From an optimization exercise on the open Yosys and OpenROAD flow, aimed at small area, a short achievable clock period and few clock cycles; shortcuts taken in it are not production practice. The RTL was checked by simulation tests, not by an equivalence proof against the original design. No activity file was given, so power comes from the tool's default toggle rates.

### design/flow/flow/run.sh
#!/bin/bash
# Layout flow: the standard flow (standard.sh, standard synthesis unchanged) with two
# changes to how the layout is made: the port buffers are buf_1 cells instead of delay
# buffers, and the timing repair steps aim for 18.5 ns of setup slack at the design's period.
# make's full output goes to flow.log; each ORFS step keeps its own log under orfs/logs.
set -uo pipefail
bash standard.sh BUFFER_PORTS_ARGS="-buffer_cell sky130_fd_sc_hd__buf_1" \
  SETUP_SLACK_MARGIN=18.5 finish > flow.log 2>&1
### design/flow/standard.sh
#!/bin/bash
# synth_recipe.tcl (not shown) runs the flow's synth.tcl, then flattens the netlist and writes it again
# the make line also repeats each setting of config.mk as NAME=value (left out here)
make -C /OpenROAD-flow-scripts/flow DESIGN_CONFIG=/design/flow/config.mk WORK_HOME=/design/flow/orfs CLKGATE_MAP_FILE= SYNTH_SCRIPT=/design/flow/synth_recipe.tcl "${@:-finish}"
### design/flow/config.mk
export PLATFORM = sky130hd
export DESIGN_NAME = cu_compensate
export DESIGN_NICKNAME = cu_compensate
export VERILOG_FILES = /design/flow/design.v
export SDC_FILE = /design/flow/constraint.sdc
export NUM_CORES = 8
export LEC_CHECK = 0
export CAP_MARGIN = 20
export CORE_MARGIN = 2
export CORE_UTILIZATION = 40
export SLEW_MARGIN = 20
### design/flow/constraint.sdc
create_clock -name core_clock -period 25.0 [get_ports {clk}]
set_input_delay 5.0000 -clock core_clock [delete_from_list [all_inputs] [get_ports {clk}]]
set_output_delay 5.0000 -clock core_clock [all_outputs]
set_load 0.01 [all_outputs]
### design/flow/design.v
module cu_booth_mul (
    input  wire [23:0] s,
    input  wire [17:0] m,
    input  wire        neg,
    input  wire [44:0] brow,
    output wire [44:0] ps,
    output wire [44:0] pc
);
    wire [19:0] mx = {m[17], m, 1'b0};
    wire [24:0] s1 = {s[23], s};
    wire [24:0] s2 = {s, 1'b0};
    wire [44:0] row [0:10];
    reg  [44:0] nb;
    genvar i;
    generate
        for (i = 0; i < 9; i = i + 1) begin : g_row
            wire b2 = mx[2*i+2], b1 = mx[2*i+1], b0 = mx[2*i];
            wire one = b1 ^ b0;
            wire two = (b2 & ~b1 & ~b0) | (~b2 & b1 & b0);
            wire ng  = b2 ^ neg;
            wire [24:0] sel = one ? s1 : (two ? s2 : 25'd0);
            wire [24:0] r   = sel ^ {25{ng}};
            wire [24:0] u   = {~r[24], r[23:0]};
            assign row[i] = {20'd0, u} << (2*i);
        end
    endgenerate
    integer k;
    always @(*) begin
        nb = 45'd0;
        for (k = 0; k < 9; k = k + 1)
            nb[2*k] = mx[2*k+2] ^ neg;
    end
    assign row[9]  = nb;
    assign row[10] = brow;
    function [89:0] csa;
        input [44:0] a, b, c;
        begin
            csa = {((a & b) | (a & c) | (b & c)) << 1, a ^ b ^ c};
        end
    endfunction
    wire [89:0] l1a = csa(row[0], row[1], row[2]);
    wire [89:0] l1b = csa(row[3], row[4], row[5]);
    wire [89:0] l1c = csa(row[6], row[7], row[8]);
    wire [89:0] l2a = csa(l1a[44:0], l1a[89:45], l1b[44:0]);
    wire [89:0] l2b = csa(l1b[89:45], l1c[44:0], l1c[89:45]);
    wire [89:0] l3a = csa(l2a[44:0], l2a[89:45], l2b[44:0]);
    wire [89:0] l3b = csa(l2b[89:45], row[9], row[10]);
    wire [89:0] l4a = csa(l3a[44:0], l3a[89:45], l3b[44:0]);
    wire [89:0] l5a = csa(l4a[44:0], l4a[89:45], l3b[89:45]);
    assign ps = l5a[44:0];
    assign pc = l5a[89:45];
endmodule
module cu_divstep (
    input  wire [34:0] r,
    input  wire [34:0] d,
    input  wire        f1,
    input  wire        f2,
    output wire        q1,
    output wire        q2,
    output wire        ge4,       
    output wire [34:0] r2
);
    wire [36:0] y  = {r, f1, f2};
    wire [37:0] s1 = {1'b0, y} - {3'b000, d};
    wire [37:0] s2 = {1'b0, y} - {2'b00, d, 1'b0};
    wire [37:0] s3 = {1'b0, y} - {2'b00, d, 1'b0} - {3'b000, d};
    wire ge1 = ~s1[37], ge2 = ~s2[37], ge3 = ~s3[37];
    assign q1 = ge2;
    wire [37:0] s4 = {1'b0, y} - {1'b0, d, 2'b00};
    assign ge4 = ~s4[37];
    assign q2 = ge2 ? ge3 : ge1;
    assign r2 = ge3 ? s3[34:0] : ge2 ? s2[34:0] : ge1 ? s1[34:0] : y[34:0];
endmodule
module cu_compensate (
    input  wire               clk,
    input  wire               rst,
    input  wire               start,
    input  wire        [15:0] cal_t1,      
    input  wire signed [15:0] cal_t2,
    input  wire signed [15:0] cal_t3,
    input  wire        [15:0] cal_p1,      
    input  wire signed [15:0] cal_p2,
    input  wire signed [15:0] cal_p3,
    input  wire signed [15:0] cal_p4,
    input  wire signed [15:0] cal_p5,
    input  wire signed [15:0] cal_p6,
    input  wire signed [15:0] cal_p7,
    input  wire signed [15:0] cal_p8,
    input  wire signed [15:0] cal_p9,
    input  wire        [19:0] adc_t,
    input  wire        [19:0] adc_p,
    output reg                done,
    output wire               err,         
    output wire        [31:0] temp,        
    output wire        [31:0] press_q8,    
    output wire        [24:0] press_pa     
);
    localparam W = 76;
    localparam [5:0] S_IDLE = 6'd0,  S_TA   = 6'd1,  S_TC   = 6'd2,  S_TB   = 6'd3,
                     S_TD   = 6'd4,  S_TDW  = 6'd5,  S_TF   = 6'd6,  S_TE   = 6'd7,
                     S_XS   = 6'd8,  S_XSW  = 6'd9,  S_ZS   = 6'd10, S_Y6   = 6'd11,
                     S_Y6W  = 6'd12, S_NS   = 6'd13, S_NSW  = 6'd14, S_MS   = 6'd15,
                     S_MSW  = 6'd16, S_DIVF = 6'd17, S_DSI  = 6'd18, S_DIVS = 6'd19,
                     S_DSCK = 6'd20, S_PAF  = 6'd21, S_PAFW = 6'd22, S_PAS0 = 6'd23,
                     S_PAS1 = 6'd24, S_PASW = 6'd25, S_PB   = 6'd26, S_PC   = 6'd27,
                     S_PE   = 6'd28, S_PEW  = 6'd29, S_DEGN = 6'd30, S_DNEG = 6'd31,
                     S_ERRX = 6'd32;
    localparam [3:0] C_T1 = 4'd0, C_T2 = 4'd1, C_T3 = 4'd2, C_P1 = 4'd3, C_P2 = 4'd4,
                     C_P3 = 4'd5, C_P4 = 4'd6, C_P5 = 4'd7, C_P6 = 4'd8, C_P7 = 4'd9,
                     C_P8 = 4'd10, C_P9 = 4'd11, C_AP = 4'd12;
    localparam [3:0] M_ZERO = 4'd0, M_CREG = 4'd1, M_CREG2 = 4'd2, M_ACC = 4'd3,
                     M_FIVE = 4'd4, M_SLO = 4'd5, M_VD = 4'd6, M_DD = 4'd7, M_VH = 4'd8;
    localparam [2:0] A_ZERO = 3'd0, A_ACC = 3'd1, A_DROP = 3'd2, A_TV1 = 3'd3, A_C1 = 3'd4,
                     A_N35 = 3'd5;
    localparam [2:0] B_ZERO = 3'd0, B_B3 = 3'd1, B_S20 = 3'd2, B_S17 = 3'd3,
                     B_N14 = 3'd5, B_ND = 3'd6, B_S14 = 3'd7;
    localparam [3:0] K_NONE = 4'd0, K_TD = 4'd2, K_TE = 4'd3, K_XSL = 4'd4,
                     K_ZS0 = 4'd5, K_NS0 = 4'd6, K_NS1 = 4'd7, K_MS0 = 4'd8, K_PE = 4'd9;
    localparam [3:0] WB_NONE = 4'd0, WB_ACC = 4'd2, WB_SA2S = 4'd3, WB_PV1 = 4'd4,
                     WB_TC = 4'd5, WB_V = 4'd6, WB_XL = 4'd7, WB_ZL = 4'd8, WB_NL = 4'd9,
                     WB_ML = 4'd10, WB_D = 4'd11, WB_DCK = 4'd12, WB_ACK = 4'd13, WB_PCL = 4'd14,
                     WB_VW = 4'd15;
    localparam [W-1:0] K0 = -((76'd1 << 24) + (76'd1 << 26) + (76'd1 << 28) + (76'd1 << 30) +
                              (76'd1 << 32) + (76'd1 << 34) + (76'd1 << 36) + (76'd1 << 38) +
                              (76'd1 << 40));
    localparam [W-1:0] KB0 = K0 - (76'd1 << 43);
    localparam [W-1:0] KB1 = KB0 << 17;
    localparam [W-1:0] KB2 = KB0 << 34;
    localparam [W-1:0] KB3 = KB0 << 51;
    reg  [5:0]   state;
    reg  [1:0]   j;           
    reg  [5:0]   cnt;         
    reg          pass2;       
    reg  [23:0]  S;
    reg  [19:0]  CREG;
    reg  [15:0]  BREG;
    reg  [W-1:0] ACC, V;
    reg  [41:0]  D;
    reg  [17:0]  TC;
    reg          b3, sgnZ, sgnN, errr, errp;
    reg          D_slow;      
    reg          WV;          
    wire sgnQ = sgnN ^ sgnZ;
    wire [3:0] ev;
    assign ev[0] = (V[W-1:17] == {(W-17){V[W-1]}});
    assign ev[1] = (V[W-1:34] == {(W-34){V[W-1]}});
    assign ev[2] = (V[W-1:51] == {(W-51){V[W-1]}});
    assign ev[3] = (V[W-1:68] == {(W-68){V[W-1]}});
    wire [3:0] ed;
    assign ed[0] = (D[41:17] == {25{D[41]}});
    assign ed[1] = (D[41:34] == {8{D[41]}});
    assign ed[2] = 1'b1;
    wire [3:0] ew;
    assign ew[0] = (V[W-1:51] == {(W-51){V[W-1]}});
    assign ew[1] = (V[W-1:68] == {(W-68){V[W-1]}});
    assign ew[2] = 1'b1;
    assign ew[3] = 1'b1;
    assign ed[3] = 1'b1;
    reg  [5:0]  state_n;
    reg  [1:0]  j_n;
    reg         pass2_n;
    reg  [1:0]  c_mneg;       
    reg         c_last;
    reg  [1:0]  c_off;
    reg  [2:0]  c_asel;
    reg  [2:0]  c_bsel;
    reg  [3:0]  c_k;
    reg  [3:0]  c_wb;
    wire        dneg_v;
    wire        dbig;         
    wire        q1, q2;
    reg  [5:0]  state_x;
    always @(*) state_n = (state == S_IDLE && start) ? S_TA : state_x;
    always @(*) begin
        state_x = state; j_n = j; pass2_n = pass2;
        case (state)
            S_IDLE: ;
            S_TA:   state_x = S_TC;
            S_TC:   state_x = S_TB;
            S_TB:   state_x = S_TD;
            S_TD:   state_x = S_TDW;
            S_TDW:  state_x = S_TF;
            S_TF:   state_x = S_TE;
            S_TE:   begin state_x = S_XS; j_n = 2'd0; end
            S_XS:   begin j_n = j + 2'd1; if (c_last) begin j_n = 2'd0; state_x = S_XSW; end end
            S_XSW:  state_x = S_ZS;
            S_ZS:   begin
                j_n = j + 2'd1;
                if (j == 2'd0 && c_mneg[0] != sgnZ) j_n = 2'd0;
                else if (c_last) begin j_n = 2'd0; state_x = S_Y6; end
            end
            S_Y6:   state_x = S_Y6W;
            S_Y6W:  state_x = S_NS;
            S_NS:   begin j_n = j + 2'd1; if (c_last) begin j_n = 2'd0; state_x = S_MS; end end
            S_NSW:  state_x = S_MS;
            S_MS:   begin
                j_n = j + 2'd1;
                if (j == 2'd1 && c_mneg[0] != sgnN) j_n = 2'd0;
                else if (c_last) begin j_n = 2'd0; state_x = S_MSW; end
            end
            S_MSW:  state_x = (D == 42'd0) ? S_DEGN : S_DIVF;
            S_DIVF: begin
                j_n = 2'd0; pass2_n = 1'b0;
                if (cnt == 6'd0 && dneg_v)  state_x = S_DNEG;
                else if (cnt == 6'd0 && dbig) state_x = S_DSI;
                else if (cnt == 6'd16) begin state_x = S_PB; j_n = 2'd1; pass2_n = 1'b0; end
            end
            S_DSI:  state_x = S_DIVS;
            S_DIVS: if (cnt == 6'd37) state_x = S_DSCK;
            S_DSCK: state_x = (V[W-1:53] != {(W-53){1'b0}}) ? S_ERRX : S_PAS0;
            S_PAF:  begin state_x = S_PAFW; j_n = 2'd0; pass2_n = 1'b0; end
            S_PAFW: state_x = S_PB;
            S_PAS0: state_x = S_PAS1;
            S_PAS1: begin state_x = S_PASW; j_n = 2'd0; pass2_n = 1'b0; end
            S_PASW: state_x = S_PB;
            S_PB: begin
                j_n = j + 2'd1;
                if (c_last) begin
                    j_n = 2'd0;
                    if (D_slow && !pass2) pass2_n = 1'b1;
                    else                  state_x = S_PC;
                end
            end
            S_PC:   begin j_n = j + 2'd1; if (c_last) begin j_n = 2'd0; state_x = S_PE; end end
            S_PE:   state_x = S_PEW;
            S_DNEG: state_x = S_PAF;
            default: state_x = S_IDLE;    
        endcase
    end
    reg  [3:0]  n_msel;
    reg         n_vxor;
    reg  [1:0]  n_mneg;
    reg         n_last;
    reg  [1:0]  n_off;
    reg  [2:0]  n_asel;
    reg  [2:0]  n_bsel;
    reg  [3:0]  n_k;
    reg  [3:0]  n_wb;
    wire        evn = ev[j_n];
    wire [5:0]  state_d = (state == S_DIVF) ? ((cnt == 6'd11) ? S_PAF :
                                               (cnt == 6'd15) ? S_PB :
                                               (cnt == 6'd16) ? S_PB : S_DIVF) : state_x;
    wire        wvn = WV | (state == S_DIVF);
    wire        edn = wvn ? ew[j_n] : ed[j_n];
    always @(*) begin
        n_msel = M_ZERO; n_vxor = 1'b0; n_mneg = 2'd0; n_last = 1'b0;
        n_off = 2'd0; n_asel = A_ZERO; n_bsel = B_ZERO; n_k = K_NONE; n_wb = WB_NONE;
        case (state_d)
            S_TC: begin n_msel = M_SLO; n_wb = WB_SA2S; end
            S_TB: begin n_msel = M_CREG2; n_bsel = B_B3; n_wb = WB_ACC; end
            S_TD: begin n_msel = M_CREG; n_asel = A_TV1; n_k = K_TD; n_wb = WB_PV1; end
            S_TF: begin n_msel = M_CREG; n_bsel = B_S20; n_wb = WB_V; end
            S_TE: begin n_msel = M_FIVE; n_k = K_TE; n_wb = WB_TC; end
            S_XS: begin
                n_msel = M_VD; n_last = (j_n != 2'd0) && evn; n_off = j_n;
                n_asel = (j_n == 2'd0) ? A_ZERO : A_ACC;
                n_k = n_last ? K_XSL : K_NONE;
                n_wb = n_last ? WB_XL : WB_ACC;
            end
            S_ZS: begin
                n_msel = M_VD; n_mneg = {1'b0, sgnZ}; n_last = (j_n != 2'd0) && evn; n_off = j_n;
                n_asel = (j_n == 2'd0) ? A_ZERO : A_ACC;
                n_k = (j_n == 2'd0) ? K_ZS0 : K_NONE;
                n_wb = n_last ? WB_ZL : WB_ACC;
            end
            S_Y6: begin n_msel = M_CREG; n_bsel = B_S17; n_wb = WB_V; end
            S_NS: begin
                n_msel = M_VD; n_mneg = 2'd1; n_last = (j_n != 2'd0) && evn; n_off = j_n;
                n_asel = (j_n == 2'd0) ? A_N35 : A_ACC;
                n_bsel = (j_n == 2'd1) ? B_N14 : B_ZERO;
                n_k = (j_n == 2'd0) ? K_NS0 : (j_n == 2'd1) ? K_NS1 : K_NONE;
                n_wb = n_last ? WB_NL : WB_ACC;
            end
            S_MS: begin
                n_msel = (j_n == 2'd0 && state == S_NS) ? M_ACC : M_VD;
                n_mneg = {1'b0, sgnN}; n_last = (j_n[1] == 1'b1) && evn; n_off = j_n;
                n_asel = (j_n == 2'd0) ? A_ZERO : A_ACC;
                n_bsel = (j_n == 2'd0) ? B_ND : B_ZERO;
                n_k = (j_n == 2'd0) ? K_MS0 : K_NONE;
                n_wb = n_last ? WB_ML : WB_ACC;
            end
            S_PAF:  begin n_msel = M_CREG; n_wb = (state == S_DIVF) ? WB_VW : WB_D; end
            S_PAS0: begin n_msel = M_CREG; n_wb = WB_ACC; end
            S_PAS1: begin n_msel = M_CREG; n_off = 2'd1; n_asel = A_ACC; n_wb = WB_DCK; end
            S_PB: begin
                n_msel = wvn ? M_VH : M_DD;
                if (pass2_n) begin
                    n_off = j_n; n_asel = A_ACC; n_last = edn;
                end else begin
                    n_off = (j_n == 2'd0) ? 2'd0 : j_n - 2'd1;
                    n_asel = (j_n == 2'd0) ? A_ZERO : (j_n == 2'd1) ? A_DROP : A_ACC;
                    n_last = (j_n != 2'd0) && edn;
                end
                n_wb = (n_last && (pass2_n || !D_slow)) ? WB_ACK : WB_ACC;
            end
            S_PC: begin
                n_msel = M_VD; n_vxor = 1'b1;
                n_off = (j_n == 2'd0) ? 2'd0 : j_n - 2'd1;
                n_asel = (j_n == 2'd0) ? A_C1 : (j_n == 2'd1) ? A_DROP : A_ACC;
                n_bsel = (j_n == 2'd1) ? B_S14 : B_ZERO;
                n_last = (j_n != 2'd0) && (WV ? (j_n == 2'd1) : evn);    
                n_wb = n_last ? WB_PCL : WB_ACC;
            end
            S_PE: begin n_asel = A_ACC; n_k = K_PE; n_wb = WB_ACC; end
            default: ;
        endcase
    end
    always @(posedge clk) begin
        c_mneg <= n_mneg; c_last <= n_last;
        c_off <= n_off; c_asel <= n_asel; c_bsel <= n_bsel; c_k <= n_k;
        if (rst) c_wb <= WB_NONE;
        else     c_wb <= n_wb;
    end
    wire last = c_last;
    wire mneg = c_mneg[0];
    reg  [3:0]  jv;           
    reg  [8:0]  mv;           
    reg         vxr;          
    always @(posedge clk) begin
        jv  <= 4'd1 << j_n;
        mv  <= 9'd1 << n_msel;
        vxr <= n_vxor & sgnQ;
    end
    wire [16:0] vdig0 = ({17{jv[0]}} & V[16:0])  | ({17{jv[1]}} & V[33:17])
                      | ({17{jv[2]}} & V[50:34]) | ({17{jv[3]}} & V[67:51]);
    wire        vsgn0 = (jv[0] & V[17]) | (jv[1] & V[34]) | (jv[2] & V[51]) | (jv[3] & V[68]);
    wire [16:0] vdig = vdig0 ^ {17{vxr}};
    wire        vsgn = WV ? vxr : (vsgn0 ^ vxr);     
    wire [16:0] hdig = ({17{jv[0]}} & V[50:34]) | ({17{jv[1]}} & V[67:51])
                     | ({17{jv[2] | jv[3]}} & {{9{V[W-1]}}, V[W-1:68]});
    wire        hsgn = (jv[0] & V[51]) | (jv[1] & V[68]) | ((jv[2] | jv[3]) & V[W-1]);
    wire [16:0] ddig = ({17{jv[0]}} & D[16:0]) | ({17{jv[1]}} & D[33:17])
                     | ({17{jv[2] | jv[3]}} & {{9{D[41]}}, D[41:34]});
    wire        dsgn = (jv[0] & D[17]) | (jv[1] & D[34]) | ((jv[2] | jv[3]) & D[41]);
    wire [17:0] M = ({18{mv[M_CREG]}}  & CREG[17:0])
                  | ({18{mv[M_CREG2]}} & {CREG[16:0], 1'b0})
                  | ({18{mv[M_FIVE]}}  & 18'd5)
                  | ({18{mv[M_SLO]}}   & S[17:0])
                  | ({18{mv[M_VD]}}    & {last & vsgn, vdig})
                  | ({18{mv[M_DD]}}    & {last & dsgn, ddig})
                  | ({18{mv[M_ACC]}}   & {1'b0, ACC[16:0]})
                  | ({18{mv[M_VH]}}    & {last & hsgn, hdig});
    wire [43:0] cr_s = {{24{CREG[19]}}, CREG};
    wire [43:0] br_s = {{28{BREG[15]}}, BREG};
    wire [43:0] cr_z = {24'd0, CREG};
    reg  [43:0] bb;
    always @(*) begin
        case (c_bsel)
            B_B3:  bb = b3 ? cr_s : 44'd0;
            B_S20: bb = br_s << 20;
            B_S17: bb = br_s << 17;
            B_N14: bb = ~(cr_z << 14);                       
            B_ND:  bb = sgnQ ? ~{2'b00, D} : 44'd0;         
            B_S14: bb = cr_s << 14;
            default: bb = 44'd0;
        endcase
    end
    wire [44:0] brow = {1'b0, ~bb[43], bb[42:0]};           
    wire [44:0] Ps, Pc;
    cu_booth_mul u_mul (.s(S), .m(M), .neg(mneg), .brow(brow), .ps(Ps), .pc(Pc));
    reg [44:0] PSR, PCR;
    reg [3:0]  off2;          
    reg [5:0]  asel2;         
    reg [3:0]  wb2;
    reg [3:0]  k2;
    always @(posedge clk) begin
        PSR   <= Ps;
        PCR   <= Pc;
        off2  <= 4'd1 << c_off;
        asel2 <= 6'd1 << c_asel;
        k2    <= c_k;
        if (rst) wb2 <= WB_NONE;
        else     wb2 <= c_wb;
    end
    wire [W-1:0] Psp = ({W{off2[0]}} & {31'd0, PSR})
                     | ({W{off2[1]}} & {14'd0, PSR, 17'd0})
                     | ({W{off2[2]}} & {PSR[41:0], 34'd0})
                     | ({W{off2[3]}} & {PSR[24:0], 51'd0});
    wire [W-1:0] Pcp = ({W{off2[0]}} & {31'd0, PCR})
                     | ({W{off2[1]}} & {14'd0, PCR, 17'd0})
                     | ({W{off2[2]}} & {PCR[41:0], 34'd0})
                     | ({W{off2[3]}} & {PCR[24:0], 51'd0});
    reg  [W-1:0] kc;
    always @(*) begin
        case (k2)
            K_TD:  kc = KB0 - (76'd128000 << 14);
            K_TE:  kc = KB0 + 76'd640128;
            K_XSL: kc = off2[1] ? KB1 + (76'd1 << 55) :                        
                        off2[2] ? KB2 + (76'd1 << 55) : KB3 + (76'd1 << 55);
            K_ZS0: kc = sgnZ ? KB0 + (76'd1 << 33) - 76'd1 : KB0;
            K_NS0: kc = KB0 + 76'd1;
            K_NS1: kc = KB1 + (76'd1 << 51) + (76'd1 << 17);
            K_MS0: kc = sgnQ ? KB0 + 76'd1 : KB0;
            K_PE:  kc = KB0 + (76'd1 << 17);
            default: kc = off2[0] ? KB0 : off2[1] ? KB1 : off2[2] ? KB2 : KB3;
        endcase
    end
    wire [W-1:0] Aterm = ({W{asel2[A_ACC]}}  & ACC)
                       | ({W{asel2[A_DROP]}} & {{17{ACC[W-1]}}, ACC[W-1:17]})
                       | ({W{asel2[A_TV1]}}  & {ACC[W-4:11], 14'd0})
                       | ({W{asel2[A_C1]}}   & {ACC[W-12:8], 19'd0})
                       | ({W{asel2[A_N35]}}  & ~({{(W-16){BREG[15]}}, BREG} << 35));    
    wire [W-1:0] T = Psp + Pcp + Aterm + kc;
    wire Asame41 = (ACC[W-1:41] == {(W-41){ACC[W-1]}});
    wire Asame62 = (ACC[W-1:62] == {(W-62){ACC[W-1]}});
    reg  chk41, chk63;        
    reg         dfast;        
    always @(posedge clk) dfast <= (state_n == S_DIVF);
    wire        f1 = dfast ? V[33] : V[W-1];
    wire        f2 = dfast ? V[32] : V[W-2];
    wire [34:0] r2;
    assign dneg_v = V[W-1];
    wire        ge4;
    cu_divstep u_div (.r(ACC[34:0]), .d(D[34:0]), .f1(f1), .f2(f2), .q1(q1), .q2(q2), .ge4(ge4),
                      .r2(r2));
    assign dbig = ge4 | (ACC[37:35] != 3'd0);
    reg [3:0]  csel;
    reg        cload;
    reg [19:0] cin;
    always @(*) begin
        case (csel)
            C_T1: cin = {4'd0, cal_t1};
            C_T2: cin = {{4{cal_t2[15]}}, cal_t2};
            C_T3: cin = {{4{cal_t3[15]}}, cal_t3};
            C_P1: cin = {4'd0, cal_p1};
            C_P2: cin = {{4{cal_p2[15]}}, cal_p2};
            C_P3: cin = {{4{cal_p3[15]}}, cal_p3};
            C_P4: cin = {{4{cal_p4[15]}}, cal_p4};
            C_P5: cin = {{4{cal_p5[15]}}, cal_p5};
            C_P6: cin = {{4{cal_p6[15]}}, cal_p6};
            C_P7: cin = {{4{cal_p7[15]}}, cal_p7};
            C_P8: cin = {{4{cal_p8[15]}}, cal_p8};
            C_P9: cin = {{4{cal_p9[15]}}, cal_p9};
            default: cin = adc_p;
        endcase
    end
    always @(*) begin
        csel = C_T1; cload = 1'b0;
        case (state)
            S_IDLE: begin csel = C_T1; cload = start; end
            S_TA:   begin csel = C_T2; cload = 1'b1; end
            S_TB:   begin csel = C_T3; cload = 1'b1; end
            S_TD:   begin csel = C_P2; cload = 1'b1; end
            S_TDW:  begin csel = C_P3; cload = 1'b1; end
            S_TF:   begin csel = C_P1; cload = 1'b1; end
            S_XS:   begin csel = C_P5; cload = last; end
            S_ZS:   begin csel = C_P6; cload = last; end
            S_Y6:   begin csel = C_P4; cload = 1'b1; end
            S_NS:   begin csel = (j == 2'd0) ? C_AP : C_P9; cload = (j == 2'd0) | last; end
            S_PAF:  begin csel = C_P8; cload = 1'b1; end
            S_DIVF: begin csel = C_P8; cload = (cnt == 6'd12); end
            S_PAS1: begin csel = C_P8; cload = 1'b1; end
            S_PB:   begin csel = C_P7; cload = last & (pass2 | ~D_slow); end
            default: ;
        endcase
    end
    wire [W-1:0] Vsx = V ^ {W{sgnQ}};                
    wire [23:0]  ph_lo = {7'd0, Vsx[29:13]};
    wire [23:0]  ph_hi = Vsx[53:30];
    wire [16:0]  a_sub = {1'b0, S[15:0]} - {1'b0, CREG[15:0]};     
    always @(posedge clk) begin
        if (cload) begin
            CREG <= cin;
            BREG <= CREG[15:0];
        end
        state <= rst ? S_IDLE : state_n;
        j     <= j_n;
        pass2 <= pass2_n;
        chk41 <= ~rst & (wb2 == WB_DCK);
        chk63 <= ~rst & (wb2 == WB_ACK);
        if (rst) begin
            done  <= 1'b0;
            sgnZ  <= 1'b0;            
            sgnN  <= 1'b0;
        end else begin
            done <= 1'b0;
            if ((chk41 && !Asame41) || (chk63 && !Asame62)) errp <= 1'b1;
            case (state)
                S_IDLE: if (start) begin
                    S  <= {8'd0, adc_t[19:4]};
                    b3 <= adc_t[3];
                    errp <= 1'b0;
                    WV <= 1'b0;
                end
                S_TA: S <= {{7{a_sub[16]}}, a_sub};
                S_XS: if (last) S <= {8'd0, CREG[15:0]};
                S_ZS: if (last) S <= D[23:0];
                S_NS: if (last) S <= 24'd3125;
                S_MSW: cnt <= 6'd0;
                S_DIVF: begin
                    cnt <= cnt + 6'd1;
                    if (!(cnt == 6'd0 && (dneg_v || dbig))) begin
                        ACC <= {{(W-35){1'b0}}, r2};
                        V[33:0] <= {V[31:0], q1, q2};
                        if (cnt == 6'd0) V[W-1:34] <= {(W-34){1'b0}};
                        if (cnt == 6'd11) begin
                            S <= {3'b000, V[21:1]} ^ {24{sgnQ}};
                            D_slow <= 1'b0;
                            WV <= 1'b1;
                        end
                    end
                end
                S_DSI: begin
                    ACC <= {W{1'b0}};
                    cnt <= 6'd0;
                end
                S_DIVS: begin
                    ACC <= {{(W-35){1'b0}}, r2};
                    V <= {V[W-3:0], q1, q2};
                    cnt <= cnt + 6'd1;
                end
                S_DSCK: begin
                    S <= ph_lo;
                    D_slow <= 1'b1;
                    WV <= 1'b0;
                end
                S_PAS0: S <= ph_hi;
                S_PAS1: S <= ph_lo;
                S_PB: if (last) begin
                    if (D_slow && !pass2) S <= ph_hi;
                    else S <= {4'd0, ~CREG[15], {3{CREG[15]}}, CREG[15:0]};    
                end
                S_PEW: begin
                    errr <= errp | (V[W-1:42] != {(W-42){1'b0}});
                    done <= 1'b1;
                end
                S_DEGN: begin
                    ACC <= {W{1'b0}};
                    V <= {W{1'b0}};
                    errr <= 1'b0;
                    done <= 1'b1;
                end
                S_DNEG: begin
                    V <= {W{1'b1}};                       
                    S <= 24'd0;
                    D_slow <= 1'b0;
                    WV <= 1'b0;
                end
                S_ERRX: begin
                    errr <= 1'b1;
                    done <= 1'b1;
                end
                default: ;
            endcase
            case (wb2)
                WB_ACC:  ACC <= T;
                WB_SA2S: S <= T[35:12];
                WB_PV1: begin
                    S <= T[37:14];
                    D <= {{18{T[37]}}, T[37:14]};
                end
                WB_TC:   TC <= T[25:8];
                WB_V:    V <= T;
                WB_XL: begin
                    ACC <= T;
                    V <= {{8{T[W-1]}}, T[W-1:8]};
                    sgnZ <= T[W-1];
                end
                WB_ZL: begin
                    ACC <= T;
                    D <= {6'd0, T[68:33]};
                end
                WB_NL: begin
                    ACC <= T;
                    V <= T;
                    sgnN <= T[W-1];
                end
                WB_ML: begin
                    V <= T;
                    ACC <= {{34{T[W-1]}}, T[W-1:34]};
                end
                WB_D:    D <= T[41:0];
                WB_VW:   V[W-1:34] <= T[41:0];
                WB_DCK: begin
                    D <= T[41:0];
                    ACC <= T;
                end
                WB_ACK:  ACC <= T;
                WB_PCL: begin
                    ACC <= T;
                    V <= T;
                end
                default: ;
            endcase
        end
    end
    assign err      = errr;
    assign temp     = {{14{TC[17]}}, TC};
    assign press_q8 = V[41:10];
    assign press_pa = ACC[42:18];
endmodule
==> flow_results.org, run 1 <==
** Synthesis
- The cell count after synthesis came out at about 6000.
- Syn nets :: 6922
- Dividing the synthesized area by the synthesized cell count gives between 8 and 9 um^2.
- Post-synthesis register bit count :: 431
- In this run the cell area of the synthesized design comes to roughly 52000 um^2.
- Ys flop type :: sky130_fd_sc_hd__edfxtp_1
- Sequential share of the synthesized area :: between 20% and 30%
- Counting flops with an async set or reset pin after synthesis yields a share of 0%.
- Synthesis instantiated approximately 100 different standard cells from the library.
- Post-synth EDFFs :: 283
- For this run, the number of Yosys warnings is 2.

** Drt
- Sum of routed wire length over all layers :: around 290 mm
- Via total after detailed routing :: around 55000
- Post-route ant nets :: 0
- Mean routed wirelength per cell :: about 36 um
- In the routed design, unresolved DRC markers number 0.
- Drt via density :: between 6 and 7
- After the first detailed-routing iteration, the DRC count stood at between 9000 and 10000.
- The first TritonRoute pass finished after 12 iterations.

** Timing
- Setup violation total in the final timing report :: 0
- Final Slew Violations :: 0
- In the finished design, the share of the clock period the worst path needs comes to between 20% and 30%.
- For the pin with the worst max-slew slack, the measured transition is ~1300 ps.
- Total negative slack for setup checks :: 0 ps
- Measured against its own limit, the worst slew margin works out to 10.3%.
- Setup repair after global routing missed its margin :: true
- Highest clock frequency the design can meet :: approximately 150 MHz
- Between clock sinks in the finished design, the worst skew comes to 40.1 ps.
- The clock period could shrink to 6620 ps.
- Final hold viol count :: 0

** Critical path
- Required arrival time at the worst endpoint :: roughly 20000 ps
- The kind of cell with the highest combined delay along the critical path is flip-flops.
- Buffering stage count on the worst path with inverters included :: 1
- The critical path ends at press_q8[20].
- In this run the worst setup path begins at V[30].
- Largest incremental delay on the critical path :: roughly 700 ps
- The setup check on the worst reg-to-reg path leaves a slack of approximately 19000 ps.
- Traced cell by cell, the critical path runs through buf_1.
- Category of the worst setup path capture point :: output pin
- The worst register-to-register path begins at jv[2].
- Critical path fanouts, max :: 2
- Data on the critical path arrives at its endpoint at approximately 1600 ps.
- Depth of the most critical reg-to-reg path :: 18
- Among all stages on the critical path, the largest delay is contributed by sky130_fd_sc_hd__edfxtp_1.
- In this run the critical register-to-register path is captured at PSR[22].
- Path type of the worst setup path :: register to output pin
- Crit start category :: register
- Critical Path Stages :: 1

** GRT
- For this run the aggregate overflow at the end of global routing stands at 0.
- Number of global-route vias before repair :: a little over 50000
- The initial antenna violation count is 45.
- Overall global routing resource usage :: around two fifths
- The first global-routing pass estimated slightly below 400 mm of wire.
- Entering global routing, the biggest net connects 90 pins.

** Finish
- After routing the design area is between 50000 and 60000 um^2.
- Layout-stage area growth over the synthesis result :: 12.7%
- Final layout net count :: ~7100
- Core Util, Final :: a little under half
- In the final layout, the share of cells above drive strength 1 is a little under a tenth.
- Total of fill cells in the finished design :: 12900

** Clock network
- CTS saw 431 sinks.
- Cell at the root of the clock tree :: sky130_fd_sc_hd__clkbuf_16
- Clk Latency, worst-skew pair :: ~710 ps
- CTS tree :: yes
- The number of clock buffers added by TritonCTS is 53.
- The H-tree generated during clock tree synthesis spans 2 levels.
- Clock edge transition at the registers on the reported setup and hold paths :: 70 ps
- No sink is reached through more buffers than the 3 on the longest clock path.

** Placed design
- Once placement finished, the instance area stood at between 50000 and 60000 um^2.
- Count of buffers from port buffering :: between 300 and 400
- DP Wirelength :: about 210 mm
- Final weighted congestion of routability-driven global placement :: roughly 1.1

** Power and ir drop
- Across the VDD grid, the largest voltage drop is roughly 0.14 mV.
- Dividing total power by cell area gives a power density of between 100 and 150 nW/um^2.
- Leakage :: between 20 and 25 nW

** Floorplan
- Once the floorplan was initialized, standard cells occupied between 40% and 50% of the core.
- Cell row count :: roughly 130
- During I/O placement, the number of pins put on the boundary was 326.
- Y dimension of the die :: 366 um
- The floorplan step defined a core boundary enclosing 130000 um^2.
- Width of the die :: approximately 370 um
- The die covers roughly 130000 um^2.

** Flow run
- The tool flagged a number of max-cap violations equal to 0.

** Outcome
- Status :: finished clean

** Min path
- The worst hold path belongs to the class register to register.
==> worst min path at each step <==
stage | from | end | slack [ps] | cells past startpoint
CTS | c_k[1] | k2[1] | 330 | 0
global placement | c_k[1] | k2[1] | 320 | 0
detailed placement | c_k[1] | k2[1] | 320 | 0
finish | c_k[1] | k2[1] | 330 | 0
floorplan | c_k[0] | k2[0] | 310 | 0
global route | c_k[1] | k2[1] | 330 | 0
==> cell usage after synthesis (45+ instances only) <==
master                     count  area, um^2
sky130_fd_sc_hd__nor2b_1      48         300
sky130_fd_sc_hd__nand2_1     468        1760
sky130_fd_sc_hd__xor2_1      202        1770
sky130_fd_sc_hd__nand4_1      60         375
sky130_fd_sc_hd__a221o_1      59         591
sky130_fd_sc_hd__o21ai_0     240        1200
sky130_fd_sc_hd__a22o_1       93         815
sky130_fd_sc_hd__ha_1        326        4080
sky130_fd_sc_hd__o211ai_1     67         503
sky130_fd_sc_hd__o22ai_1      70         438
sky130_fd_sc_hd__nand3_1      95         475
sky130_fd_sc_hd__clkbuf_1    349        1310
sky130_fd_sc_hd__edfxtp_1    283        8500
sky130_fd_sc_hd__o21a_1       47         353
sky130_fd_sc_hd__a222oi_1    115        1150
sky130_fd_sc_hd__a21oi_1     376        1880
sky130_fd_sc_hd__dfxtp_1     148        2960
sky130_fd_sc_hd__and2_1       51         319
sky130_fd_sc_hd__nand2b_1     46         288
sky130_fd_sc_hd__fa_1        339        6790
sky130_fd_sc_hd__a21o_1       94         706
sky130_fd_sc_hd__nor2_1      373        1400
sky130_fd_sc_hd__buf_2        45         225
sky130_fd_sc_hd__xnor2_1     339        2970
sky130_fd_sc_hd__o221ai_1     77         674
sky130_fd_sc_hd__mux2i_1      62         621
sky130_fd_sc_hd__inv_1       429        1610
sky130_fd_sc_hd__buf_4        73         548
sky130_fd_sc_hd__nor3_1       56         280
sky130_fd_sc_hd__a221oi_1    123        1080
sky130_fd_sc_hd__a22oi_1     312        2340
==> cells in the final DEF, fill, tap and decap left out, drive strengths merged, types with 24 or more instances in the layout <==
| cell type | instances |
|---|---|
| o211ai | 67 |
| and2 | 53 |
| xor2 | 203 |
| nor2 | 375 |
| ha | 326 |
| o221ai | 77 |
| o21a | 47 |
| nor2b | 48 |
| nor4 | 40 |
| a41oi | 26 |
| a221o | 59 |
| nand2b | 46 |
| a221oi | 124 |
| a211oi | 40 |
| a22o | 93 |
| a21o | 94 |
| a222oi | 115 |
| o21bai | 24 |
| inv | 430 |
| diode | 42 |
| a21oi | 376 |
| o21ai | 272 |
| nor3 | 58 |
| a31oi | 44 |
| nand3 | 95 |
| nand2 | 468 |
| clkinv | 31 |
| xnor2 | 339 |
| clkbuf | 67 |
| dfxtp | 148 |
| or3 | 32 |
| fa | 339 |
| mux2i | 62 |
| edfxtp | 283 |
| nand4 | 60 |
| buf | 621 |
| a22oi | 313 |
| and3 | 27 |
| a211o | 32 |
| o22ai | 70 |
==> routing by layer <==
layer / GRT usage (%) / vias to the layer above / routed length, um
met4: 34.8 / 20 / 30600
met3: 15.1 / 1336 / 37700
met5: 0 / - / 193
met1: 47.6 / 26600 / 98100
li1: - / 22700 / -
met2: 59.8 / 4511 / 119000
==> stage by stage <==
stage | power, mW | setup slack (ps) | hold WS (ps) | instances
after floorplan | 3.43 | 17550 | 310 | 6022
after global placement | 5.44 | 17340 | 319 | 7772
after detailed placement | 5.45 | 17350 | 322 | 7772
after CTS | 6.34 | 18500 | 333 | 7929
after global routing | 6.89 | 18420 | 331 | 7998
final | 6.65 | 18380 | 330 | 8026
==> area by class of cell <==
| class | count | area [um^2] | area share, % |
|---|---|---|---|
| antenna | 42 | 105 | 0.178 |
| clock buffer | 63 | 1390 | 2.36 |
| timing repair buffer | 625 | 3730 | 6.32 |
| inverter | 434 | 1640 | 2.78 |
| sequential | 431 | 11500 | 19.4 |
| tap | 1742 | 2180 | 3.69 |
| clock inverter | 37 | 368 | 0.622 |
| multi-input combinational | 4652 | 38200 | 64.6 |
==> power breakdown <==
| part | leakage (nW) | internal (mW) | switching [mW] |
|---|---|---|---|
| clock | 0.870 | 0.445 | 0.363 |
| combinational | 19.3 | 1.54 | 3.21 |
| sequential | 3.82 | 0.930 | 0.160 |
==> cells by family (layout without fill, tap and decap cells) <==
| logic type | count (synthesis) | count (layout) | synth area share (%) |
|---|---|---|---|
| DFF | 431 | 431 | 21.8 |
| and+or+nand+nor | 1368 | 1370 | 12.2 |
| adders and majority gates | 665 | 665 | 20.7 |
| buffers and inverters | 942 | 1159 | 7.37 |
| other | 0 | 42 | 0 |
| AOI/OAI and AO/OA | 2007 | 2007 | 27.5 |
| xor gates and xnor gates | 541 | 542 | 9.03 |
| muxes | 68 | 68 | 1.31 |
==> sequential cells by signal, summed over array words and instances (netlist names), 3 cells and up <==
name    count
wb2         4
off2        4
PCR        41
k2          4
TC         18
cnt         6
ACC        76
state       6
c_bsel      3
c_asel      3
D          42
PSR        44
CREG       20
mv          8
c_k         4
c_wb        4
V          76
asel2       5
S          24
jv          4
BREG       16
==> timing repair <==
action                                  CTS  global route
setup buffers                            55            47
gates cloned                              2             3
gates resized for setup                  55            73
pin swaps                                 4            14
hold buffers                              0             0
endpoints found under the setup margin  282           185
Testbench counts, summed over its fixed seeds: cycles 17,280.
==> inputs of run 2 (changes only) <==
--- a/design/flow/design.v
+++ b/design/flow/design.v
@@ -200,10 +200,13 @@
             end
             S_MSW:  state_x = (D == 42'd0) ? S_DEGN : S_DIVF;
             S_DIVF: begin
-                j_n = 2'd0; pass2_n = 1'b0;
+                j_n = (cnt == 6'd15) ? 2'd1 : 2'd0; pass2_n = 1'b0;
                 if (cnt == 6'd0 && dneg_v)  state_x = S_DNEG;
                 else if (cnt == 6'd0 && dbig) state_x = S_DSI;
-                else if (cnt == 6'd16) begin state_x = S_PB; j_n = 2'd1; pass2_n = 1'b0; end
+                else if (cnt == 6'd16) begin
+                    if (c_last) state_x = S_PC;
+                    else begin state_x = S_PB; j_n = 2'd2; end
+                end
             end
             S_DSI:  state_x = S_DIVS;
             S_DIVS: if (cnt == 6'd37) state_x = S_DSCK;
@@ -238,8 +241,9 @@
     reg  [3:0]  n_wb;
     wire        evn = ev[j_n];
     wire [5:0]  state_d = (state == S_DIVF) ? ((cnt == 6'd11) ? S_PAF :
+                                               (cnt == 6'd14) ? S_PB :
                                                (cnt == 6'd15) ? S_PB :
-                                               (cnt == 6'd16) ? S_PB : S_DIVF) : state_x;
+                                               (cnt == 6'd16) ? state_x : S_DIVF) : state_x;
     wire        wvn = WV | (state == S_DIVF);
     wire        edn = wvn ? ew[j_n] : ed[j_n];
     always @(*) begin
@@ -448,7 +452,10 @@
             S_Y6:   begin csel = C_P4; cload = 1'b1; end
             S_NS:   begin csel = (j == 2'd0) ? C_AP : C_P9; cload = (j == 2'd0) | last; end
             S_PAF:  begin csel = C_P8; cload = 1'b1; end
-            S_DIVF: begin csel = C_P8; cload = (cnt == 6'd12); end
+            S_DIVF: begin
+                csel = (cnt == 6'd16) ? C_P7 : C_P8;
+                cload = (cnt == 6'd12) | (cnt == 6'd16 && last);
+            end
             S_PAS1: begin csel = C_P8; cload = 1'b1; end
             S_PB:   begin csel = C_P7; cload = last & (pass2 | ~D_slow); end
             default: ;
@@ -489,8 +496,10 @@
                 S_MSW: cnt <= 6'd0;
                 S_DIVF: begin
                     cnt <= cnt + 6'd1;
+                    if (cnt == 6'd16 && last)                       
+                        S <= {4'd0, ~CREG[15], {3{CREG[15]}}, CREG[15:0]};
                     if (!(cnt == 6'd0 && (dneg_v || dbig))) begin
-                        ACC <= {{(W-35){1'b0}}, r2};
+                        if (cnt != 6'd16) ACC <= {{(W-35){1'b0}}, r2};
                         V[33:0] <= {V[31:0], q1, q2};
                         if (cnt == 6'd0) V[W-1:34] <= {(W-34){1'b0}};
                         if (cnt == 6'd11) begin
==> flow_results.org, run 2 <==
** Outcome
- Status :: finished clean

** Clock network
- The tree is rooted in a sky130_fd_sc_hd__clkbuf_16.
- TritonCTS built the clock tree.
- The clock tree buffer depth came to 3 (unchanged).
- The clock edge transition at the registers on the reported setup and hold paths came to 60 ps (about the same).
- Clk Latency, worst-skew pair :: 700 ps (about the same)
- Sinks on the clock net :: 431 (unchanged)
- Number of buffers added by the clock tree synthesis step :: 55 (+3.8%)
- Count of H-tree levels built during CTS :: 2 (unchanged)

** Critical path
- The largest fanout on the critical path is 4 (+2).
- The cell family contributing the most delay on the critical path is flip-flops.
- The number of buffer and inverter instances along the worst setup path came to 1 (unchanged).
- The largest stage delay on the critical path is 630 ps (-70 ps).
- The critical path is of the register to output pin type.
- The slowest stage of the critical path belongs to the cell sky130_fd_sc_hd__edfxtp_1.
- Required arrival time at the worst endpoint :: 20000 ps (about the same)
- Origin of the worst setup path :: V[26]
- Crit start category :: register
- The length in cells of the worst reg-to-reg path came to 18 (unchanged).
- Series of cell instances along the critical path :: buf_1
- The cell count along the critical path was 1 (unchanged).
- In this run the critical register-to-register path is launched from sgnZ.
- The worst setup path is captured at an output pin.
- WP data arrival :: 1540 ps (-80 ps)

** Drt
- The average via count per standard cell came to 6.86 (-0.16%).
- The violation count after the first detailed-routing iteration came to 9808 (+2.7%).
- The wire length reported by the detailed router came to 284 mm (-0.59%).
- Via total after detailed routing :: 55800 (+1.1%)
- First drt pass iteration count :: 12 (unchanged)
- Post-route ant nets :: 0 (unchanged)
- Post-route DRC :: 0 (unchanged)
- The final routed wire length divided by cell count came to 34.9 um (-1.8%).

** Power and ir drop
- The proportion of total power due to net switching came to 56.7% (+0.49 points).
- The part of the total power dissipated in sequential elements is 15.7% (-0.7 points).
- The internal cell power is 2.94 mW (+0.89%).
- The net switching power figure was 3.84 mW (+2.9%).
- The power density over the cells is 114 nW/um^2 (+1.2%).
- The share of power burned in the clock network came to 12.6% (+0.4 points).
- Combinational group share of total power :: 71.8% (+0.4 points)
- IR drop worst, VDD :: 0.188 mV (+39%)
- The leakage power summed over all cells is 24.2 nW (+0.67%).

** GRT
- Number of global-route vias before repair :: 51800 (+1.1%)
- The pin count of the biggest net entering global routing was 90 (unchanged).
- The overall global routing resource usage is 40.3% (-0.72 points).
- Number of antenna violations at the first check in global routing :: 31 (-31%)
- First-pass GRT wire length :: 392 mm (-0.65%)
- The total grt overflow is 0 (unchanged).

** Synthesis
- Synth unique cells :: 104 (+6.1%)
- The number of synthesis warnings was 2 (unchanged).
- Counting instances in the post-synthesis netlist gives the leading cell types as sky130_fd_sc_hd__nand2_1, sky130_fd_sc_hd__a21oi_1, sky130_fd_sc_hd__inv_1, sky130_fd_sc_hd__clkbuf_1, sky130_fd_sc_hd__xnor2_1.
- The number of enable flip-flop cells after synthesis was 283 (unchanged).
- The per-instance average area after synthesis is 8.64 um^2 (-0.78%).
- The cell area after technology mapping came to 52900 um^2 (+0.90%).
- The net count after synthesis is 7025 (+1.5%).
- Ys flop type :: sky130_fd_sc_hd__edfxtp_1
- Ranked by total cell area, the synthesized netlist is headed by sky130_fd_sc_hd__edfxtp_1, sky130_fd_sc_hd__fa_1, sky130_fd_sc_hd__ha_1.
- Sequential share of the synthesized area :: 21.7% (-0.20 points)
- Post-synthesis register bit count :: 431 (unchanged)
- Yosys top cell area share :: 16.1% (-0.14 points)
- The synthesized instance count is 6124 (+1.7%).
- Synth area leader :: sky130_fd_sc_hd__edfxtp_1
- Proportion of synthesized flip-flops having asynchronous set or reset :: 0% (unchanged)
- Among all cell types in the netlist, the one instantiated most often is sky130_fd_sc_hd__nand2_1.

** Finish
- Sequential cell area in the final layout :: 11500 um^2 (about the same)
- The number of nets in the final layout was 7203 (+1.5%).
- In the final layout, the registers with the most flip-flops are ACC (76), V (76), PSR (44).
- Non-filler instance count after layout :: 8126 (+1.2%)
- Leaving out fill and tap cells, the most frequent cell in the layout is sky130_fd_sc_hd__nand2_1.
- Area used by multi-input combinational logic :: 38500 um^2 (+0.87%)
- Layout-stage area growth over the synthesis result :: 12.6% (about the same)
- The top cell types in the final layout, fill and taps aside, are sky130_fd_sc_hd__nand2_1, sky130_fd_sc_hd__a21oi_1, sky130_fd_sc_hd__inv_1.
- The core utilization of the finished layout came to 45.3% (-0.19 points).
- The layout cell share with drive strength beyond 1 is 9.94% (+0.62 points).
- Total of fill cells in the finished design :: 13000 (+0.21%)

** Min path
- The startpoint identified for the worst hold timing path is c_wb[0].
- Min-Delay Path Depth :: 1 (+1)
- Class of the tightest hold or removal check :: register to register

** Floorplan
- The placement row count is 133 (+0.76%).
- Y dimension of the die :: 368 um (+0.44%)
- The initial core utilization came to 40.3% (-0.15 points).
- Area of the core :: 131000 um^2 (+1.3%)
- The horizontal die dimension was 368 um (+0.44%).
- The count of boundary I/O pins came to 326 (unchanged).
- The full die area came to 135000 um^2 (+0.89%).

** Timing
- Setup violation total in the final timing report :: 0 (unchanged)
- Final hold viol count :: 0 (unchanged)
- Final Slew Violations :: 0 (unchanged)
- The setup TNS is 0 ps (unchanged).
- The worst clock skew on the final layout came to 55.8 ps (+15.7 ps).
- Setup repair after global routing missed its margin :: true
- Final hold slack :: 437 ps (+107 ps)
- The shortest period the worst path allows is 6540 ps (-83.6 ps).
- The transition time of the tightest slew-check pin is 1280 ps (-62.2 ps).
- Share of the clock period used by the worst path :: 26.1% (-0.33 points)
- The fmax is 153 MHz (+1.3%).
- The worst slew margin relative to its limit came to 14.4% (+4.2 points).

** Placed design
- The routability congestion estimate from global placement is 1.06 (-2.6%).
- DP Cell Count :: 7881 (+1.4%)
- DP Wirelength :: 211 mm (-1.7%)
- The number of buffer cells added on primary ports is 322 (unchanged).

** Flow run
- Count of maximum capacitance violations :: 0 (unchanged)
## run 2: cell count changes in the layout (fill, tap and decap cells not counted), moves of 15 or more
cell and change:
sky130_fd_sc_hd__a22oi_1 +27, sky130_fd_sc_hd__nand2_1 +23, sky130_fd_sc_hd__xor2_1 -29, sky130_fd_sc_hd__buf_4 +27, sky130_fd_sc_hd__diode_2 -19, sky130_fd_sc_hd__nor3_1 +22, sky130_fd_sc_hd__o21ai_0 +83, sky130_fd_sc_hd__o21bai_1 +22
sky130_fd_sc_hd__and2_1 -26, sky130_fd_sc_hd__nor2_1 -81, sky130_fd_sc_hd__xnor2_1 +26, sky130_fd_sc_hd__mux2i_1 -39, sky130_fd_sc_hd__a41oi_1 -15, sky130_fd_sc_hd__a21oi_1 +70
## run 2: logic make-up (layout without fill, tap and decap cells)
family          Yosys count  after routing  share of synthesized area (%)
other cells               0             23                              0
flops                   431            431                           21.7
buf+inv                 966           1189                           7.52
mux                      35             35                          0.683
compound gates         2169           2169                           28.9
fa+ha+maj               666            666                           20.6
simple gates           1321           1321                           11.8
xor+xnor                536            537                           8.88
## run 2: metrics by stage
| step | instance area, um^2 | total power, mW | setup slack (ps) |
|---|---|---|---|
| final | 59600 | 6.78 | 18460 |
| after global routing | 59600 | 6.97 | 18440 |
| after CTS | 58900 | 6.44 | 18490 |
| after detailed placement | 56100 | 5.49 | 17360 |
| after global placement | 56100 | 5.47 | 17430 |
| after floorplan | 53000 | 3.33 | 18090 |
## run 2: final cells by class
class	count	area share, %
flip-flops and latches	431	19.3
multi-input cells	4728	64.6
clock inverters	39	0.657
diodes	23	0.0965
repair buffers	644	6.39
clock buffers	64	2.47
inverters	442	2.81
well taps	1755	3.68
## run 2: repair_timing
item / in CTS / in global routing
gates resized for setup: 55 / 54
hold buffers: 0 / 0
buffers inserted: 75 / 36
gates cloned: 1 / 2
hold endpoints to repair: 0 / 0
endpoints found under the setup margin: 272 / 215
pin swaps: 4 / 8
## run 2: worst paths after layout
| kind | to | slack, ps |
|---|---|---|
| min | wb2[0] | 440 |
| max | press_q8[16] | 18460 |
| max reg2reg | S[8] | 18580 |
| min reg2reg | wb2[0] | 440 |
## run 2: power groups by stage
stage	logic [mW]	registers [mW]	clock network, mW
after CTS	4.54	1.05	0.851
after floorplan	2.34	0.984	0
final	4.87	1.06	0.854
after global placement	4.40	1.07	0
after detailed placement	4.42	1.07	0
after global routing	5.03	1.06	0.876
## run 2: per-layer routing
metal	track usage (%)	vias up	wire length [um]
met5	0.499	-	227
met1	48.6	27000	101000
met3	14.2	1178	36800
li1	-	23100	-
met2	58.4	4513	118000
met4	31.1	22	27600
Testbench counts of run 2, summed over its fixed seeds: cycles 16,896.
==> inputs of run 3 (changes only) <==
==> design/flow/flow/run.sh (replaced) <==
#!/bin/bash
# Layout flow: the standard flow (standard.sh, standard synthesis unchanged) with these
# changes to how the layout is made: the port buffers are buf_1 cells instead of delay
# buffers, the core is 50% utilized, and the timing repair steps aim for 18.5 ns of setup
# slack at the design's period.
# make's full output goes to flow.log; each ORFS step keeps its own log under orfs/logs.
set -uo pipefail
bash standard.sh BUFFER_PORTS_ARGS="-buffer_cell sky130_fd_sc_hd__buf_1" \
  CORE_UTILIZATION=50 SETUP_SLACK_MARGIN=18.5 finish > flow.log 2>&1
==> flow_results.org, run 3 <==
** Outcome
- Status :: finished clean

** Critical path
- The worst path arrival time was 7100 ps (+5560 ps).
- Origin of the worst setup path :: sgnZ
- The largest individual stage delay along the critical path comes from the cell sky130_fd_sc_hd__or3_1.
- The critical path goes through buf_4 > nor2b_2 > nand3_4 > fa_1 > inv_1 > fa_1 > ha_1 > a21oi_1 > nor2_1 > o21ai_0 > nand3_1 > a211o_1 > a21oi_2 > o31ai_2 > and4_1 > or3_1 > o221a_1 > nor2_1.
- The critical path in this run is classified as register to register.
- Crit start category :: register
- Critical R2R Launch :: sgnZ
- The worst setup path is captured at a register.
- Required arrival time at the worst endpoint :: 25520 ps (+5520 ps)
- Critical path fanouts, max :: 12 (+8)
- The largest stage delay on the critical path was 720 ps (+90 ps).

** Synthesis
- Synth area leader :: sky130_fd_sc_hd__edfxtp_1
- The per-instance average area after synthesis is 8.64 um^2 (unchanged).
- Yosys top cell area share :: 16.1% (unchanged)
- The proportion of register bits with asynchronous set or reset after synthesis came to 0% (unchanged).
- Post-synthesis register bit count :: 431 (unchanged)
- Count leader, synth :: sky130_fd_sc_hd__nand2_1
- Synth unique cells :: 104 (unchanged)
- The most used flip-flop cell after synthesis is sky130_fd_sc_hd__edfxtp_1.
- Cell types with the largest area share after synthesis :: sky130_fd_sc_hd__edfxtp_1, sky130_fd_sc_hd__fa_1, sky130_fd_sc_hd__ha_1
- The number of enable flip-flop cells after synthesis is 283 (unchanged).
- The number of synthesis warnings was 2 (unchanged).
- The cell area after technology mapping came to 52900 um^2 (unchanged).
- Number of instances in the synthesized netlist :: 6124 (unchanged)
- Syn nets :: 7025 (unchanged)
- The post-synthesis sequential area ratio was 21.7% (unchanged).
- Synth cell count leaders :: sky130_fd_sc_hd__nand2_1, sky130_fd_sc_hd__a21oi_1, sky130_fd_sc_hd__inv_1, sky130_fd_sc_hd__clkbuf_1, sky130_fd_sc_hd__xnor2_1

** Drt
- The violation count after the first detailed-routing iteration came to 9861 (+0.54%).
- The DRC violation count after routing was 0 (unchanged).
- Drt via density :: 7.22 (+5.2%)
- The vias after detailed routing came to 55500 (-0.50%).
- The wire length reported by the detailed router is 273 mm (-3.7%).
- The remaining antenna violation count after routing is 0 (unchanged).
- Mean routed wirelength per cell :: 35.6 um (+1.9%)
- First drt pass iteration count :: 11 (-1)

** Finish
- Most common cell after layout, fill and taps aside :: sky130_fd_sc_hd__nand2_1
- Top library cells by usage in the layout, fill and taps aside :: sky130_fd_sc_hd__nand2_1, sky130_fd_sc_hd__a21oi_1, sky130_fd_sc_hd__inv_1
- The total area of multi-input combinational cells came to 38600 um^2 (about the same).
- Compared with the post-synthesis result, the final layout area differs by 10.6%.
- The largest registers in the layout are ACC (76), V (76), PSR (44).
- The number of nets in the final layout came to 7132 (-0.99%).
- Sequential cell area in the final layout :: 11500 um^2 (about the same)
- The number of fillers in the final layout is 9816 (-24%).
- Share of cells above drive strength 1 :: 8.81% (-1.1 points)
- Finished Cell Area :: 58600 um^2 (-1.8%)

** Timing
- Highest clock frequency the design can meet :: 152 MHz (-0.61%)
- Setup violation total in the final timing report :: 0 (unchanged)
- Minimum period implied by the final worst setup slack :: 6580 ps (+39.8 ps)
- The transition time of the tightest slew-check pin was 1260 ps (-19.9 ps).
- Final hold viol count :: 0 (unchanged)
- The setup TNS is 0 ps (unchanged).
- The worst slew margin relative to its limit is 15.5% (+1.1 points).
- Clock skew :: 46.5 ps (-9.32 ps)
- Final Slew Violations :: 0 (unchanged)
- Share of the clock period used by the worst path :: 26.3% (+0.16 points)
- Setup repair after global routing could not meet its margin everywhere.

** Power and ir drop
- Switching power of the nets :: 3.77 mW (-1.9%)
- The internal cell power is 2.91 mW (-0.92%).
- Combinational group share of total power :: 71.1% (-0.7 points)
- Sequential power share :: 16.2% (+0.5 points)
- IR drop worst, VDD :: 0.157 mV (-17%)
- The proportion of total power due to net switching came to 56.4% (-0.26 points).
- Leakage :: 23.8 nW (-1.4%)
- Total power divided by cell area :: 114 nW/um^2 (+0.29%)
- The share of power burned in the clock network came to 12.7% (about the same).

** Clock network
- The clock sink total came to 431 (unchanged).
- The number of buffers inserted during clock tree synthesis came to 52 (-5.5%).
- Clock edge transition at the registers on the reported setup and hold paths :: 70 ps (about the same)
- The number of H-tree branching levels was 2 (unchanged).
- Number of buffers on the longest clock path :: 3 (unchanged)
- TritonCTS built the clock tree.
- The clock insertion delay at the later pin of the skew report is 680 ps (-20 ps).
- Cell at the root of the clock tree :: sky130_fd_sc_hd__clkbuf_16

** Floorplan
- Y dimension of the die :: 329 um (-10%)
- The full die area was 108000 um^2 (-20%).
- The placement row count came to 119 (-11%).
- Number of ports placed on the die boundary :: 326 (unchanged)
- Area of the core :: 105000 um^2 (-20%)
- The horizontal die dimension came to 329 um (-10%).
- The initial core utilization is 50.4% (+10 points).

** GRT
- First-pass GRT wire length :: 375 mm (-4.6%)
- The initial antenna violation count was 22 (-29%).
- Overall global routing resource usage :: 48.2% (+7.9 points)
- Grt ovf :: 0 (unchanged)
- Number of global-route vias before repair :: 50000 (-3.4%)
- The pin count of the biggest net entering global routing is 88 (-2.2%).

** Placed design
- DP Wirelength :: 203 mm (-3.5%)
- Count of buffers from port buffering :: 322 (unchanged)
- The cell area after placement was 55400 um^2 (-1.2%).
- The routability congestion estimate from global placement was 1.07 (+1.1%).

** Min path
- The worst hold path belongs to the class register to register.
- The worst hold path begins at c_k[3].

** Flow run
- The number of max-cap violations came to 0 (unchanged).
run 3: cell counts after synthesis:
Identical to the previous run, type by type.
run 3: routing by layer:
layer / GRT usage, % / vias to the layer above / part of all wire (%)
met1: 62.2 / 26900 / 37
li1: - / 22900 / -
met2: 68.1 / 4550 / 41
met4: 31.3 / 16 / 8.1
met3: 17.0 / 1061 / 15
met5: 0 / - / 0.037
run 3: metrics by stage:
step	std cells	hold WS, ps	worst slack (ps)	power (mW)	util [%]
global route	7666	333	18400	6.88	55.7
CTS	7644	331	18500	6.37	55.2
global placement	7489	312	17250	5.40	52.7
floorplan	6124	310	18090	3.33	-
finish	7684	333	18420	6.68	55.7
detailed placement	7489	315	17230	5.44	52.7
run 3: worst max-delay path, delay by kind of cell (launching register included):
| family | cells | cell delay (ps) |
|---|---|---|
| compound gates | 6 | 2180 |
| fa+ha+maj | 3 | 1390 |
| buf+inv | 2 | 370 |
| flops | 1 | 310 |
| simple gates | 7 | 2140 |
run 3: what timing repair did:
| action | 4_1_cts | 5_1_grt |
|---|---|---|
| gates resized for setup | 46 | 55 |
| gates cloned | 1 | 3 |
| pin swaps | 8 | 12 |
| endpoints found under the setup margin | 253 | 165 |
| buffers inserted | 56 | 18 |
| hold buffers | 0 | 0 |
run 3: cell families after synthesis:
| kind of cell | synth area share [%] |
|---|---|
| AOI/OAI and AO/OA | 28.9 |
| and+or+nand+nor | 11.8 |
| DFF | 21.7 |
| adders and majority gates | 20.6 |
| xor gates and xnor gates | 8.88 |
| buffers and inverters | 7.52 |
| muxes | 0.683 |
run 3: power groups by stage:
stage          logic [mW]  registers [mW]  clock network, mW
6_report             4.75            1.08              0.848
5_1_grt              4.94            1.08              0.866
4_1_cts              4.45            1.07              0.840
3_5_place_dp         4.35            1.09                  0
3_3_place_gp         4.31            1.09                  0
2_1_floorplan        2.34           0.984                  0
run 3: cell type report:
| class | instances | share of cell area, % |
|---|---|---|
| diodes | 18 | 0.0769 |
| clock buffers | 59 | 2.30 |
| clock inverters | 39 | 0.823 |
| inverters | 442 | 2.85 |
| multi-input cells | 4729 | 65.9 |
| flip-flops and latches | 431 | 19.6 |
| well taps | 1391 | 2.97 |
| repair buffers | 575 | 5.49 |
run 3: path summary, 6_finish.rpt:
check        cells after the start  slack [ps]  endpoint
max                             18       18420     V[53]
min                              0         330     k2[3]
max reg2reg                     18       18420     V[53]
min reg2reg                      0         330     k2[3]

## afterwards: timing with drivers on the ports
How much do the figures lean on ideal ports? The routed layouts below were timed once more, with nothing changed but the port constraints.
Step 1: set_driving_cell puts a clkbuf_16 on clk and a buf_2 on each other input, an assumption about the parent block.
Step 2 also shifts input and output timing later by t, the mid clock arrival at the registers, as if the neighbouring blocks saw the same clock.
Slacks: no drivers / after step 1 / after step 2; pairs: no drivers / after step 1.
run	t, ns	setup WS [ns]	worst register clock-pin slew, ns
run 1	0.771	18.380 / 18.298 / 17.862	0.07 / 0.07
run 2	0.744	18.463 / 18.391 / 17.765	0.07 / 0.07
run 3	0.733	18.424 / 18.396 / 17.885	0.08 / 0.08
After both steps setup and hold are still met in every run listed. For run 2, which loses most, drivers alone change the setup slack by -0.072 ns; drivers and shift together by -0.698 ns.
